This design comes from an exercise in tuning for small area, a short achievable clock period and few clock cycles per item on the open sky130 flow, not from production work. Only simulation tests tie the RTL to the original design; equivalence was not proved.

==> flow/design.v <==
module hsw_split (
    input  wire         clk,
    input  wire         rst,         
    input  wire         start,
    input  wire [15:0]  len,         
    output wire         busy,
    input  wire         in_valid,
    input  wire [31:0]  in_data,
    output wire         in_ready,
    output reg          done,
    output wire [255:0] pen,
    output wire [255:0] init,
    output wire [31:0]  mw,
    output wire [255:0] digest
);
    reg         running;
    reg         pre;         
    reg [5:0]   rnd;         
    reg         f61, f62, f63;   
    reg [10:0]  bleft;       
    reg [13:0]  wcnt;        
    reg         tail;        
    reg [15:0]  msg_len;
    reg [31:0]  H [0:7];     
    reg [31:0]  V [0:7];     
    reg [31:0]  w [0:15];    
    reg [31:0]  pa;          
    integer i;
    function [31:0] rotr(input [31:0] x, input integer n);
        rotr = (x >> n) | (x << (32 - n));
    endfunction
    function [31:0] bsig0(input [31:0] x);
        bsig0 = rotr(x, 2) ^ rotr(x, 13) ^ rotr(x, 22);
    endfunction
    function [31:0] bsig1(input [31:0] x);
        bsig1 = rotr(x, 6) ^ rotr(x, 11) ^ rotr(x, 25);
    endfunction
    function [31:0] ssig0(input [31:0] x);
        ssig0 = rotr(x, 7) ^ rotr(x, 18) ^ (x >> 3);
    endfunction
    function [31:0] ssig1(input [31:0] x);
        ssig1 = rotr(x, 17) ^ rotr(x, 19) ^ (x >> 10);
    endfunction
    localparam [2047:0] KTAB = {
        32'hc67178f2, 32'hbef9a3f7, 32'ha4506ceb, 32'h90befffa,    
        32'h8cc70208, 32'h84c87814, 32'h78a5636f, 32'h748f82ee,    
        32'h682e6ff3, 32'h5b9cca4f, 32'h4ed8aa4a, 32'h391c0cb3,    
        32'h34b0bcb5, 32'h2748774c, 32'h1e376c08, 32'h19a4c116,    
        32'h106aa070, 32'hf40e3585, 32'hd6990624, 32'hd192e819,    
        32'hc76c51a3, 32'hc24b8b70, 32'ha81a664b, 32'ha2bfe8a1,    
        32'h92722c85, 32'h81c2c92e, 32'h766a0abb, 32'h650a7354,    
        32'h53380d13, 32'h4d2c6dfc, 32'h2e1b2138, 32'h27b70a85,    
        32'h14292967, 32'h06ca6351, 32'hd5a79147, 32'hc6e00bf3,    
        32'hbf597fc7, 32'hb00327c8, 32'ha831c66d, 32'h983e5152,    
        32'h76f988da, 32'h5cb0a9dc, 32'h4a7484aa, 32'h2de92c6f,    
        32'h240ca1cc, 32'h0fc19dc6, 32'hefbe4786, 32'he49b69c1,    
        32'hc19bf174, 32'h9bdc06a7, 32'h80deb1fe, 32'h72be5d74,    
        32'h550c7dc3, 32'h243185be, 32'h12835b01, 32'hd807aa98,    
        32'hab1c5ed5, 32'h923f82a4, 32'h59f111f1, 32'h3956c25b,    
        32'he9b5dba5, 32'hb5c0fbcf, 32'h71374491, 32'h428a2f98    
    };
    localparam [2047:0] KROT = {KTAB[31:0], KTAB[2047:32]};
    localparam [255:0] IV = {
        32'h6a09e667, 32'hbb67ae85, 32'h3c6ef372, 32'ha54ff53a,
        32'h510e527f, 32'h9b05688c, 32'h1f83d9ab, 32'h5be0cd19
    };
    localparam [31:0] PA0 = 32'h2b1ec7e9, D0 = 32'h28c289bb;
    wire is_last  = (bleft == 11'd0);
    wire r6x      = (rnd[5:1] == 5'b11111);     
    wire loading  = running & (r6x ? (pre | ~is_last) : (rnd <= 6'd13));
    wire lenword  = is_last & (rnd == 6'd12 || rnd == 6'd13);
    wire partial  = (wcnt == 14'd0) & ~tail;
    wire need_in  = loading & ((wcnt != 14'd0) | (partial & (msg_len[1:0] != 2'd0)));
    wire stall    = need_in & ~in_valid;
    wire adv      = running & ~stall;
    wire finish   = f63 & is_last;
    wire start_ok = start & ~running;
    wire [16:0] len_p8 = {1'b0, len} + 17'd8;
    assign busy     = running;
    assign in_ready = need_in;
    reg [31:0] pad_word;
    always @(*) begin : padding
        integer k;
        pad_word = 32'd0;
        if (lenword) begin
            if (rnd[0])
                pad_word = {13'd0, msg_len, 3'd0};
        end else if (wcnt != 14'd0) begin
            pad_word = in_data;
        end else if (!tail) begin
            for (k = 0; k < 4; k = k + 1) begin
                if (k < msg_len[1:0])
                    pad_word[31-8*k -: 8] = in_data[31-8*k -: 8];
                else if (k == msg_len[1:0])
                    pad_word[31-8*k -: 8] = 8'h80;
            end
        end
    end
    wire [31:0] a = V[0], b = V[1], c = V[2], d = V[3];
    wire [31:0] e = V[4], f = V[5], g = V[6], h = V[7];
    wire [31:0] s1  = bsig1(e);
    wire [31:0] ch  = (e & f) ^ (~e & g);
    wire [31:0] s0  = bsig0(a);
    wire [31:0] maj = (a & b) ^ (a & c) ^ (b & c);
    wire [31:0] x4  = f63 ? H[4]  : 32'd0;
    wire [31:0] xn0 = f63 ? ~H[0] : 32'd0;
    wire [31:0] a_new = pa + s1 + ch + s0 + maj;
    wire [31:0] e_new = d + pa + s1 + ch + x4 + xn0 + {31'd0, f63};
    wire [31:0] hsa = f61 ? H[3] : f62 ? H[2] : H[1];
    wire [31:0] hse = f61 ? H[7] : f62 ? H[6] : H[5];
    wire [31:0] sum_a = hsa + a;
    wire [31:0] sum_e = hse + e;
    wire [31:0] w_calc = ssig1(w[14]) + w[9] + ssig0(w[1]) + w[0];
    wire        sched  = (rnd >= 6'd14) && (rnd <= 6'd61);
    wire [31:0] w_in   = sched ? w_calc : pad_word;
    wire [31:0] kx   = KROT[32*rnd +: 32];          
    wire [31:0] hx   = f63 ? H[7] : g;               
    wire [31:0] x0   = f62 ? H[0] : 32'd0;
    wire [31:0] pa_n = hx + kx + w[15] + x0;
    wire step    = adv & ~(pre & ~rnd[0]) & ~finish;    
    wire lo_hold = is_last & (f62 | f63);              
    always @(posedge clk) begin
        if (rst) begin
            running <= 1'b0;
            done    <= 1'b0;
        end else if (start_ok) begin
            running <= 1'b1;
            done    <= 1'b0;
            pre     <= 1'b1;
            rnd     <= 6'd62;
            f61     <= 1'b0;
            f62     <= 1'b0;
            f63     <= 1'b0;
            msg_len <= len;
            wcnt    <= len[15:2];
            tail    <= 1'b0;
            bleft   <= len_p8[16:6];
            for (i = 0; i < 8; i = i + 1)
                H[i] <= IV[255-32*i -: 32];
            V[0] <= IV[223:192]; V[1] <= IV[191:160];
            V[2] <= IV[159:128]; V[3] <= D0;
            V[4] <= IV[95:64];   V[5] <= IV[63:32];
            V[6] <= IV[31:0];    V[7] <= 32'd0;
            pa   <= PA0;
        end else if (adv) begin
            rnd <= rnd + 6'd1;
            f61 <= (rnd == 6'd60);
            f62 <= f61;
            f63 <= f62;
            if (rnd[0])
                pre <= 1'b0;
            if (loading && !lenword) begin
                if (wcnt != 14'd0)
                    wcnt <= wcnt - 14'd1;
                else
                    tail <= 1'b1;
            end
            if (step) begin
                V[0] <= a_new;
                V[1] <= f63 ? sum_a : a;
                V[2] <= f63 ? H[2]  : b;
                V[3] <= f63 ? H[3]  : c;
                V[4] <= e_new;
                V[5] <= f63 ? sum_e : e;
                V[6] <= f63 ? H[6]  : f;
                V[7] <= f63 ? H[7]  : g;
                pa   <= pa_n;
            end
            if (f61) begin
                H[3] <= sum_a;
                H[7] <= sum_e;
            end
            if (f62) begin
                H[2] <= sum_a;
                H[6] <= sum_e;
            end
            if (f63) begin
                H[0] <= a_new;
                H[1] <= sum_a;
                H[4] <= e_new;
                H[5] <= sum_e;
                if (is_last)
                    bleft <= bleft;
                else
                    bleft <= bleft - 11'd1;
            end
            if (finish) begin
                running <= 1'b0;
                done    <= 1'b1;
            end else begin
                if (f61 && is_last) begin
                    for (i = 0; i < 8; i = i + 1)
                        w[i] <= H[i];
                end else if (!lo_hold) begin
                    for (i = 0; i < 8; i = i + 1)
                        w[i] <= w[i+1];
                end
                for (i = 8; i < 15; i = i + 1)
                    w[i] <= w[i+1];
                w[15] <= w_in;
            end
        end
    end
    assign pen    = {V[0], V[1], V[2], V[3], V[4], V[5], V[6], V[7]};
    assign digest = {H[0], H[1], H[2], H[3], H[4], H[5], H[6], H[7]};
    assign init   = {w[0], w[1], w[2], w[3], w[4], w[5], w[6], w[7]};
    assign mw     = w[14];
endmodule
export LEC_CHECK = 0
export ABC_AREA = 1
export CAP_MARGIN = 20
export CORE_MARGIN = 2
export CORE_UTILIZATION = 40
export SETUP_SLACK_MARGIN = 5
export SLEW_MARGIN = 20
create_clock -name core_clock -period 10.0 [get_ports {clk}]
run.sh (not shown) runs the stock make flow with config.mk's settings and CLKGATE_MAP_FILE= SYNTH_SCRIPT=/design/flow/synth_recipe.tcl, a recipe that flattens the netlist after the stock synthesis.
The baseline went through all stages and came out clean.
Testbench counts at the start, summed over its fixed seeds: cycles 334,976, blocks 5,219.
Next try:
- ABC_AREA: 1 -> default
Global-route usage goes down by 5.1 points; final cell count goes down by about a fifth; utilization goes up by 2.5 points; worst setup slack degrades by 0.59 ns; critical path depth goes up by 16; register-to-register slack degrades by 0.60 ns.

==> afterwards: timing with drivers on the ports <==
Ports are ideal in the flow. The routed layouts listed here were re-timed in OpenROAD. Step 1 assumes that a clkbuf_16 drives the clock port and a buf_2 every other input. Step 2 adds t to the input delays and takes it off the output delays; t is the mean of the earliest and latest rising clock arrival at the registers after step 1. Input paths then give back, and output paths get back, about the clock's delay inside the block. a / b / c = ideal / step 1 / step 2; a / b = the first two.
| run | t, ns | setup WS [ns] | worst setup path at the end | clock arrival spread, ns |
|---|---|---|---|---|
| the first run | 0.877 | 5.035 / 5.039 / 4.225 | input to register | 0.035 / 0.035 |
| the second run | 0.860 | 4.448 / 4.448 / 4.267 | input to register | 0.060 / 0.060 |
After both steps every run listed still meets setup and hold. The setup slack of the first run, which loses most, moves by +0.004 ns with the drivers and by -0.810 ns with both steps.
